From an optimization exercise on the open Yosys and OpenROAD flow, aimed at small area; shortcuts taken in it are not production practice. The RTL was checked by simulation tests, not by an equivalence proof against the original design. Power and IR drop assume default switching activity.

## flow/design.v

```verilog
module ts100_fprog (
    input  wire        clk,
    input  wire        rst_n,
    input  wire        h_valid,
    input  wire        h_write,
    input  wire [2:0]  h_size,
    input  wire [5:0]  h_addr,
    input  wire [31:0] h_wdata,
    output reg  [31:0] h_rdata,
    output wire        h_err,
    output reg  [1:0]  a_op,
    output reg  [31:0] a_addr,
    output wire [31:0] a_wdata,
    input  wire [31:0] a_rdata
);
    localparam [31:0] FLASH_BASE  = 32'h0800_0000;
    localparam [31:0] REGION_SIZE = 32'h0000_4000;    
    localparam [31:0] PAGE_SIZE   = 32'h0000_0400;    
    localparam [7:0]  PAGE_WORDS_M1 = 8'd255;         
    localparam [31:0] KEY1        = 32'h4567_0123;
    localparam [31:0] KEY2        = 32'hCDEF_89AB;
    localparam [15:0] WRP_MASK    = 16'h8001;         
    localparam [7:0]  FLASH_OP_TIMEOUT = 8'd64;
    localparam [31:0] ERASED_WORD = 32'hFFFF_FFFF;
    localparam [1:0] AOP_NONE = 2'd0, AOP_READ = 2'd1, AOP_ERASE = 2'd2, AOP_PROGRAM = 2'd3;
    localparam [1:0] AST_OK = 2'd1, AST_FAIL = 2'd2;       
    localparam [1:0] OS_IDLE = 2'd0, OS_ERASE = 2'd1, OS_PROGRAM = 2'd2, OS_VERIFY = 2'd3;
    localparam [1:0] PH_CHECK = 2'd0, PH_ISSUE = 2'd1, PH_AWAIT = 2'd2;
    localparam [31:0] CMD_NOP = 32'd0, CMD_ERASE = 32'd1, CMD_LOCK = 32'd3;    
    localparam [3:0] E_CMD_RESERVED = 4'd1,
                     E_BUSY         = 4'd2,
                     E_LOCKED       = 4'd3,
                     E_KEY          = 4'd4,
                     E_RANGE        = 4'd5,
                     E_ALIGN        = 4'd6,
                     E_WRP          = 4'd7,
                     E_NOT_ERASED   = 4'd8,
                     E_ERASE_FAIL   = 4'd9,
                     E_PROG_FAIL    = 4'd10,
                     E_ARRAY_TIMEOUT = 4'd11,
                     E_VERIFY       = 4'd12;
    localparam [5:0] A_KEY = 6'h20, A_CMD = 6'h24, A_ADDR = 6'h28, A_DATA = 6'h2C, A_STAT = 6'h30;
    reg [31:0] fl_addr;
    reg [31:0] fl_data;
    reg        locked;
    reg        keyseq;
    reg [1:0]  opstate;
    reg        kind_prog;      
    reg [1:0]  ph;
    reg [31:0] op_addr;
    reg [31:0] op_data;
    reg [7:0]  wcnt;
    reg [7:0]  vidx;           
    reg        eop;
    reg        wrperr;
    reg        pgerr;
    reg        verr;
    reg        cmderr;
    reg [3:0]  errcode;
    wire bsy = (opstate != OS_IDLE);
    assign h_err = h_valid & ((h_size != 3'd4) | (h_addr[1:0] != 2'b00));
    wire acc = h_valid & ~h_err;
    wire wr  = acc & h_write;
    wire rd  = acc & ~h_write;
    wire wr_key  = wr & (h_addr == A_KEY);
    wire wr_cmd  = wr & (h_addr == A_CMD);
    wire wr_addr = wr & (h_addr == A_ADDR);
    wire wr_data = wr & (h_addr == A_DATA);
    wire wr_stat = wr & (h_addr == A_STAT);
    wire [31:0] stat_val = {14'd0, opstate, 3'd0, keyseq, errcode, 1'b0,
                            cmderr, verr, pgerr, wrperr, eop, locked, bsy};
    always @(*) begin
        h_rdata = 32'd0;
        if (rd) begin
            case (h_addr)
                A_ADDR:  h_rdata = fl_addr;
                A_DATA:  h_rdata = fl_data;
                A_STAT:  h_rdata = stat_val;
                default: h_rdata = 32'd0;
            endcase
        end
    end
    wire        in_range  = (fl_addr >= FLASH_BASE) && (fl_addr < FLASH_BASE + REGION_SIZE);
    wire [31:0] offset    = fl_addr - FLASH_BASE;
    wire [31:0] page_idx  = offset / PAGE_SIZE;
    wire [3:0]  page      = page_idx[3:0];
    wire        page_algn = (offset % PAGE_SIZE) == 32'd0;
    wire        word_algn = (fl_addr % 32'd4) == 32'd0;
    wire        page_wrp  = WRP_MASK[page];
    assign a_wdata = op_data;
    wire tick = bsy && !wr;
    always @(*) begin
        a_op   = AOP_NONE;
        a_addr = op_addr;
        if (tick) case (opstate)
            OS_ERASE, OS_PROGRAM: begin
                if (ph == PH_CHECK)
                    a_op = AOP_READ;
                else if (ph == PH_ISSUE)
                    a_op = kind_prog ? AOP_PROGRAM : AOP_ERASE;
            end
            OS_VERIFY: begin
                a_op   = AOP_READ;
                a_addr = op_addr + {22'd0, vidx, 2'b00};
            end
            default: ;
        endcase
    end
    reg       raise;
    reg [3:0] raise_code;
    reg       finish;
    always @(posedge clk) begin
        if (!rst_n) begin
            fl_addr   <= 32'd0;
            fl_data   <= 32'd0;
            locked    <= 1'b1;
            keyseq    <= 1'b0;
            opstate   <= OS_IDLE;
            kind_prog <= 1'b0;
            ph        <= PH_ISSUE;
            op_addr   <= 32'd0;
            op_data   <= 32'd0;
            wcnt      <= 8'd0;
            vidx      <= 8'd0;
            eop       <= 1'b0;
            wrperr    <= 1'b0;
            pgerr     <= 1'b0;
            verr      <= 1'b0;
            cmderr    <= 1'b0;
            errcode   <= 4'd0;
        end else begin
            raise      = 1'b0;
            raise_code = 4'd0;
            finish     = 1'b0;
            if (wr_addr) fl_addr <= h_wdata;
            if (wr_data) fl_data <= h_wdata;
            if (wr_stat) begin
                if (h_wdata[2]) eop    <= 1'b0;
                if (h_wdata[3]) wrperr <= 1'b0;
                if (h_wdata[4]) pgerr  <= 1'b0;
                if (h_wdata[5]) verr   <= 1'b0;
                if (h_wdata[6]) cmderr <= 1'b0;
                if ((wrperr & ~h_wdata[3]) == 1'b0 &&
                    (pgerr  & ~h_wdata[4]) == 1'b0 &&
                    (verr   & ~h_wdata[5]) == 1'b0 &&
                    (cmderr & ~h_wdata[6]) == 1'b0)
                    errcode <= 4'd0;
            end
            if (wr_key && locked) begin
                if (!keyseq) begin
                    if (h_wdata == KEY1) begin
                        keyseq <= 1'b1;
                    end else begin
                        raise      = 1'b1;
                        raise_code = E_KEY;
                    end
                end else begin
                    keyseq <= 1'b0;
                    if (h_wdata == KEY2) begin
                        locked <= 1'b0;
                    end else begin
                        raise      = 1'b1;
                        raise_code = E_KEY;
                    end
                end
            end
            if (wr_cmd) begin
                if (h_wdata > CMD_LOCK) begin
                    raise      = 1'b1;
                    raise_code = E_CMD_RESERVED;
                end else if (h_wdata == CMD_NOP) begin
                end else if (bsy) begin
                    raise      = 1'b1;
                    raise_code = E_BUSY;
                end else if (h_wdata == CMD_LOCK) begin
                    locked <= 1'b1;
                    keyseq <= 1'b0;
                end else if (locked) begin
                    raise      = 1'b1;
                    raise_code = E_LOCKED;
                end else if (!in_range) begin
                    raise      = 1'b1;
                    raise_code = E_RANGE;
                end else if ((h_wdata == CMD_ERASE) ? !page_algn : !word_algn) begin
                    raise      = 1'b1;
                    raise_code = E_ALIGN;
                end else if (page_wrp) begin
                    raise      = 1'b1;
                    raise_code = E_WRP;
                end else begin
                    op_addr <= fl_addr;
                    op_data <= fl_data;
                    wcnt    <= 8'd0;
                    if (h_wdata == CMD_ERASE) begin
                        kind_prog <= 1'b0;
                        opstate   <= OS_ERASE;
                        ph        <= PH_ISSUE;
                    end else begin
                        kind_prog <= 1'b1;
                        opstate   <= OS_PROGRAM;
                        ph        <= PH_CHECK;
                    end
                end
            end
            if (tick) begin
                case (opstate)
                    OS_ERASE, OS_PROGRAM: begin
                        case (ph)
                            PH_CHECK: begin
                                if (a_rdata != ERASED_WORD) begin
                                    raise      = 1'b1;
                                    raise_code = E_NOT_ERASED;
                                    finish     = 1'b1;
                                end else begin
                                    ph <= PH_ISSUE;
                                end
                            end
                            PH_ISSUE: begin
                                ph   <= PH_AWAIT;
                                wcnt <= 8'd0;
                            end
                            default: begin
                                case (a_rdata[1:0])
                                    AST_OK: begin
                                        opstate <= OS_VERIFY;
                                        vidx    <= 8'd0;
                                    end
                                    AST_FAIL: begin
                                        raise      = 1'b1;
                                        raise_code = kind_prog ? E_PROG_FAIL : E_ERASE_FAIL;
                                        finish     = 1'b1;
                                    end
                                    default: begin
                                        if (wcnt + 8'd1 >= FLASH_OP_TIMEOUT) begin
                                            raise      = 1'b1;
                                            raise_code = E_ARRAY_TIMEOUT;
                                            finish     = 1'b1;
                                        end else begin
                                            wcnt <= wcnt + 8'd1;
                                        end
                                    end
                                endcase
                            end
                        endcase
                    end
                    OS_VERIFY: begin
                        if (a_rdata != (kind_prog ? op_data : ERASED_WORD)) begin
                            raise      = 1'b1;
                            raise_code = E_VERIFY;
                            finish     = 1'b1;
                        end else if (kind_prog || vidx == PAGE_WORDS_M1) begin
                            eop    <= 1'b1;
                            finish = 1'b1;
                        end else begin
                            vidx <= vidx + 8'd1;
                        end
                    end
                    default: ;
                endcase
                if (finish) begin
                    opstate <= OS_IDLE;
                    ph      <= PH_ISSUE;
                    wcnt    <= 8'd0;
                end
            end
            if (raise) begin
                if (!wrperr && !pgerr && !verr && !cmderr)
                    errcode <= raise_code;
                case (raise_code)
                    E_WRP:    wrperr <= 1'b1;
                    E_NOT_ERASED, E_ERASE_FAIL,
                    E_PROG_FAIL, E_ARRAY_TIMEOUT: pgerr <= 1'b1;
                    E_VERIFY: verr <= 1'b1;
                    default:  cmderr <= 1'b1;
                endcase
            end
        end
    end
endmodule
```

## flow/constraint.sdc

```tcl
create_clock -name core_clock -period 10.0 [get_ports {clk}]
set_input_delay 2.0000 -clock core_clock [delete_from_list [all_inputs] [get_ports {clk}]]
set_output_delay 2.0000 -clock core_clock [all_outputs]
set_load 0.01 [all_outputs]
```

## flow/config.mk

```make
export PLATFORM = sky130hd
export DESIGN_NAME = ts100_fprog
export DESIGN_NICKNAME = ts100_fprog
export VERILOG_FILES = /design/flow/design.v
export SDC_FILE = /design/flow/constraint.sdc
export NUM_CORES = 4
export LEC_CHECK = 0
export CAP_MARGIN = 20
export CORE_MARGIN = 2
export CORE_UTILIZATION = 40
export SLEW_MARGIN = 20
```

## flow/run.sh

```bash
#!/bin/bash
# synth_recipe.tcl (not shown) runs the flow's synth.tcl, then flattens the netlist and writes it again
# the make line also repeats each setting of config.mk as NAME=value (left out here)
make -C /OpenROAD-flow-scripts/flow DESIGN_CONFIG=/design/flow/config.mk WORK_HOME=/design/flow/orfs CLKGATE_MAP_FILE= SYNTH_SCRIPT=/design/flow/synth_recipe.tcl finish
```

==> results.txt <==
==> kinds of logic (layout without fill, tap and decap cells) <==
group / Yosys count / count (layout) / synth area share (%)
XOR/XNOR: 46 / 46 / 4.402
buffers and inverters: 82 / 238 / 3.897
adder cells (fa/ha/maj): 18 / 18 / 2.543
AO/OA/AOI/OAI: 261 / 261 / 20.69
AND/OR/NAND/NOR: 564 / 564 / 29.38
multiplexers: 37 / 37 / 4.088
flip-flops: 160 / 160 / 35.00
==> stage by stage <==
stage / util [%] / hold slack, ps
after floorplan: - / 428.8
after global placement: 49.03 / 441.6
after detailed placement: 49.03 / 440.9
after CTS: 51.79 / 452.2
after global routing: 51.79 / 471.6
final: 51.79 / 453.5
==> power by group through the flow <==
stage | Sequential (mW) | Combinational (mW) | Clock (mW)
finish | 0.637 | 0.0914 | 0.689
global route | 0.637 | 0.0969 | 0.736
CTS | 0.637 | 0.0903 | 0.704
detailed placement | 0.652 | 0.0901 | 0
global placement | 0.652 | 0.0901 | 0
floorplan | 0.652 | 0.0345 | 0
==> flip-flops by register name, summed over array words and instances (netlist names), 2 cells and up <==
register,count
fl_addr,32
fl_data,32
op_addr,32
op_data,32
vidx,8
wcnt,8
errcode,4
opstate,2
ph,2
==> Yosys cell counts (4+ instances only) <==
| master | n |
|---|---|
| sky130_fd_sc_hd__nand4_1 | 27 |
| sky130_fd_sc_hd__ha_1 | 17 |
| sky130_fd_sc_hd__o22ai_1 | 10 |
| sky130_fd_sc_hd__buf_2 | 7 |
| sky130_fd_sc_hd__dfxtp_1 | 160 |
| sky130_fd_sc_hd__xor2_1 | 17 |
| sky130_fd_sc_hd__a21oi_1 | 44 |
| sky130_fd_sc_hd__a21boi_1 | 9 |
| sky130_fd_sc_hd__mux2i_1 | 34 |
| sky130_fd_sc_hd__a32oi_1 | 5 |
| sky130_fd_sc_hd__xnor2_1 | 29 |
| sky130_fd_sc_hd__nand3b_1 | 15 |
| sky130_fd_sc_hd__clkbuf_1 | 47 |
| sky130_fd_sc_hd__or3b_1 | 7 |
| sky130_fd_sc_hd__nand2b_1 | 11 |
| sky130_fd_sc_hd__nand2_1 | 288 |
| sky130_fd_sc_hd__and2_1 | 8 |
| sky130_fd_sc_hd__buf_4 | 4 |
| sky130_fd_sc_hd__nor4_1 | 20 |
| sky130_fd_sc_hd__nor2_1 | 76 |
| sky130_fd_sc_hd__and3_1 | 27 |
| sky130_fd_sc_hd__o21ai_0 | 23 |
| sky130_fd_sc_hd__o41ai_1 | 9 |
| sky130_fd_sc_hd__nand3_1 | 23 |
| sky130_fd_sc_hd__a21oi_2 | 4 |
| sky130_fd_sc_hd__nor3b_1 | 14 |
| sky130_fd_sc_hd__nor2b_1 | 8 |
| sky130_fd_sc_hd__o211ai_1 | 5 |
| sky130_fd_sc_hd__a21o_1 | 7 |
| sky130_fd_sc_hd__a21boi_0 | 105 |
| sky130_fd_sc_hd__inv_1 | 18 |
| sky130_fd_sc_hd__and4_1 | 7 |
| sky130_fd_sc_hd__nor3_1 | 13 |
==> how the worst max path moves through the flow <==
stage	end	slack (ps)	cells after the start	startpoint
floorplan	a_addr[26]	4320	8	h_size[2]
global placement	a_addr[26]	2960	10	h_addr[0]
detailed placement	a_addr[28]	2950	10	h_addr[0]
CTS	a_addr[28]	2940	10	h_addr[0]
global route	a_addr[28]	2720	10	h_addr[0]
finish	a_addr[28]	2970	10	h_addr[0]
==> placed cells by master, fill, tap and decap left out, types with 18 or more instances in the layout <==
master | synthesis | final
sky130_fd_sc_hd__a21boi_0 | 105 | 105
sky130_fd_sc_hd__a21oi_1 | 44 | 44
sky130_fd_sc_hd__and3_1 | 27 | 27
sky130_fd_sc_hd__clkdlybuf4s50_1 | 0 | 173
sky130_fd_sc_hd__dfxtp_1 | 160 | 160
sky130_fd_sc_hd__inv_1 | 18 | 18
sky130_fd_sc_hd__mux2i_1 | 34 | 34
sky130_fd_sc_hd__nand2_1 | 288 | 288
sky130_fd_sc_hd__nand3_1 | 23 | 23
sky130_fd_sc_hd__nand4_1 | 27 | 27
sky130_fd_sc_hd__nor2_1 | 76 | 76
sky130_fd_sc_hd__nor4_1 | 20 | 20
sky130_fd_sc_hd__o21ai_0 | 23 | 23
sky130_fd_sc_hd__xnor2_1 | 29 | 29
==> layer usage <==
| layer | vias to the layer above | share of wire [%] | routed length [um] | global-route usage [%] |
|---|---|---|---|---|
| met4 | 0 | 1.7 | 499 | 6.247 |
| met2 | 245 | 48 | 14170 | 41.16 |
| met3 | 29 | 4.7 | 1391 | 3.733 |
| li1 | 4401 | - | - | - |
| met5 | - | 0 | 0 | 0 |
| met1 | 4148 | 46 | 13610 | 33.46 |
==> final cells by class <==
class,count,area [um^2]
repair buffers,187,1834
clock inverters,14,193.9
multi-input cells,926,5602
well taps,285,356.6
clock buffers,18,429.2
inverters,19,71.32
fillers,2209,10880
flip-flops and latches,160,3203
==> critical path: cells and delay by family <==
family | cells | cell delay [ps]
simple gates | 5 | 1090
compound gates | 1 | 570
xor+xnor | 1 | 160
buf+inv | 3 | 1210
==> impl_results.md <==
* Synth area leader: sky130_fd_sc_hd__dfxtp_1
* Hold Vio Cnt, Final at 0
* End of the worst register-to-register path: wcnt[2]
* Min Tclk post-route at 7029 ps
* Number of port buffers at 175
* Biggest fanout along the worst timing path at 8
* Top flip-flop cell by instance count after synthesis: sky130_fd_sc_hd__dfxtp_1
* Power per Cell Area at 121.3 nW/um^2
* Post-route cell area at 11690 um^2
* Switching power summed over all nets at 0.3339 mW
* Max-slew headroom at 32.46%
* Starting density of the core at 40.54%
* Setup TNS after final layout at 0 ps
* Total vias in the final route at 8823
* Post-placement cell count at 1577
* Ordered cell list for the critical path: clkdlybuf4s50_1 > nor2_1 > buf_4 > and4_1 > nor2_1 > nand4_1 > a211oi_1 > nand3_1 > xnor2_1 > clkdlybuf4s50_1
* Hold worst-path end: errcode[0]
* Cell Rows at 55
* GRT Util Overall at 24.64%
* Final WS setup at 2971 ps
* Slowest CP cell: sky130_fd_sc_hd__a211oi_1
* Critical path startpoint category: input port
* Share of power burned in the clock network at 48.6%
* Number of flops mapped to enable cells by yosys at 0
* Final worst path period share at 70.29%
* Count of different cell masters after synthesis at 75
* Startpoint of the worst hold path: errcode[0]
* Worst hold stages at 2
* Largest net degree at the start of global routing at 115
* Power share of the sequential group at 44.9%
* Largest cells by area after synthesis: sky130_fd_sc_hd__dfxtp_1 (35%), sky130_fd_sc_hd__nand2_1 (12%), sky130_fd_sc_hd__a21boi_0 (8.6%)
* Antenna violations before repair at 0
* Total leakage power at 3.882 nW
* Detailed-router iteration count before antenna repair at 5
* Synthesis Warnings at 1
* Gate power share at 6.4%
* Achievable Freq at 142.3 MHz
* Vias in the first global route at 8424
* Post-CTS sizing at 0
* Switching share of power at 23.56%
* Number of diodes at 0
* Post-placement setup slack at 2951 ps
* Number of nets in the final layout at 1406
* Inserted Clock Buffers at 17
* Sequential share of the synthesized area at 35.00%
* Slowest Stage Delay on Critical Path at 570 ps
* Aggregate global routing overflow at 0
* MaxCap Viol Count at 0
* Core ar. at 22570 um^2
* Number of DRC markers after the initial detailed-route iteration at 503
* Clk buf depth at 2
* Global-route wire length before repair at 46980 um
* Share of the synthesized area in the top cell type at 35.00%
* Worst Tran Pin Value at 1013 ps
* TritonCTS clock tree: done
* IR Drop Worst-Case VDD at 0.1150 mV
* Clock net sink count at 160
* HPWL reported at the end of detailed placement at 22360 um
* # IOs at 176
* Design internal power at 1.084 mW
* Hold-fix buffer count after cts at 0
* Post-synthesis sequential element count at 160
* DRC Markers at 0
* Final Routed Wirelength at 29670 um
* Placed cell areas at 11070 um^2
* Clock-pin slew reported for the worst setup and hold paths after clock tree synthesis at 70 ps
* Worst reg2reg setup slack at 6810 ps
* Syn Std Cell Area at 9151 um^2
* Critical path class: input port to output port
* Share of cells above drive strength 1 at 5.514%
* Clock latency on the worst-skew pair at 430 ps
* Net count of the mapped netlist at 1263
* Depth of the worst register-to-register path at 7
* Arrival time worst endpoint at 5030 ps
* Number of buffers inserted to repair setup after CTS at 0
* Mean post-synth cell area at 7.835 um^2
* Final weighted congestion in routability-driven placement at 0.9189
* Classification of the worst-slack hold path: flip-flop to flip-flop
* Final count of negative-setup-slack endpoints at 0
* Die span in y at 155.3 um
* Number of standard cells in the layout, taps in and fillers out at 1609
* Area of the die at 24100 um^2
* Mean number of vias per cell at 5.484
* Power consumption at 1.418 mW
* Die boundary width at 155.3 um
* H-tree levels at 4
* Worst reg2reg startpoint: fl_addr[14]
* Clock skew at 13.46 ps
* Type of element capturing the critical path: output port
* Area growth, synth to finish at 27.74%
* ANT nets after route at 0
* Synthesized instance count at 1168
* RSZ-0062 raised after global routing: false
* Number of pins with negative max-slew slack in the final report at 0
* Clock root buffer master: sky130_fd_sc_hd__clkbuf_16
* Routed length per instance at 18.44 um
* Crit path required time at 8000 ps
* Result of the run: timing/DRC/antenna clean
* Share of flip-flops with an asynchronous set or reset at 0%

## re-timing with driven ports
How much do the figures lean on ideal ports? The routed layout below was timed once more, with nothing changed but the port constraints.
Step 1, drivers: a clkbuf_16 drives clk and a buf_2 each remaining input, both assumed.
Step 2, shift: input delay + t, output delay - t, t = (earliest + latest rising clock arrival at the registers) / 2. This alone moves slack from input paths to output paths.
a / b / c = ideal ports / drivers / drivers and shift; a / b = the first two.
t (ns): 0.467
setup slack, ns: 2.971 / 2.941 / 2.941
hold slack, ns: 0.453 / 0.453 / 0.453
After both steps setup and hold are still met in this run. For this run, drivers alone change the setup slack by -0.030 ns; drivers and shift together by -0.030 ns.
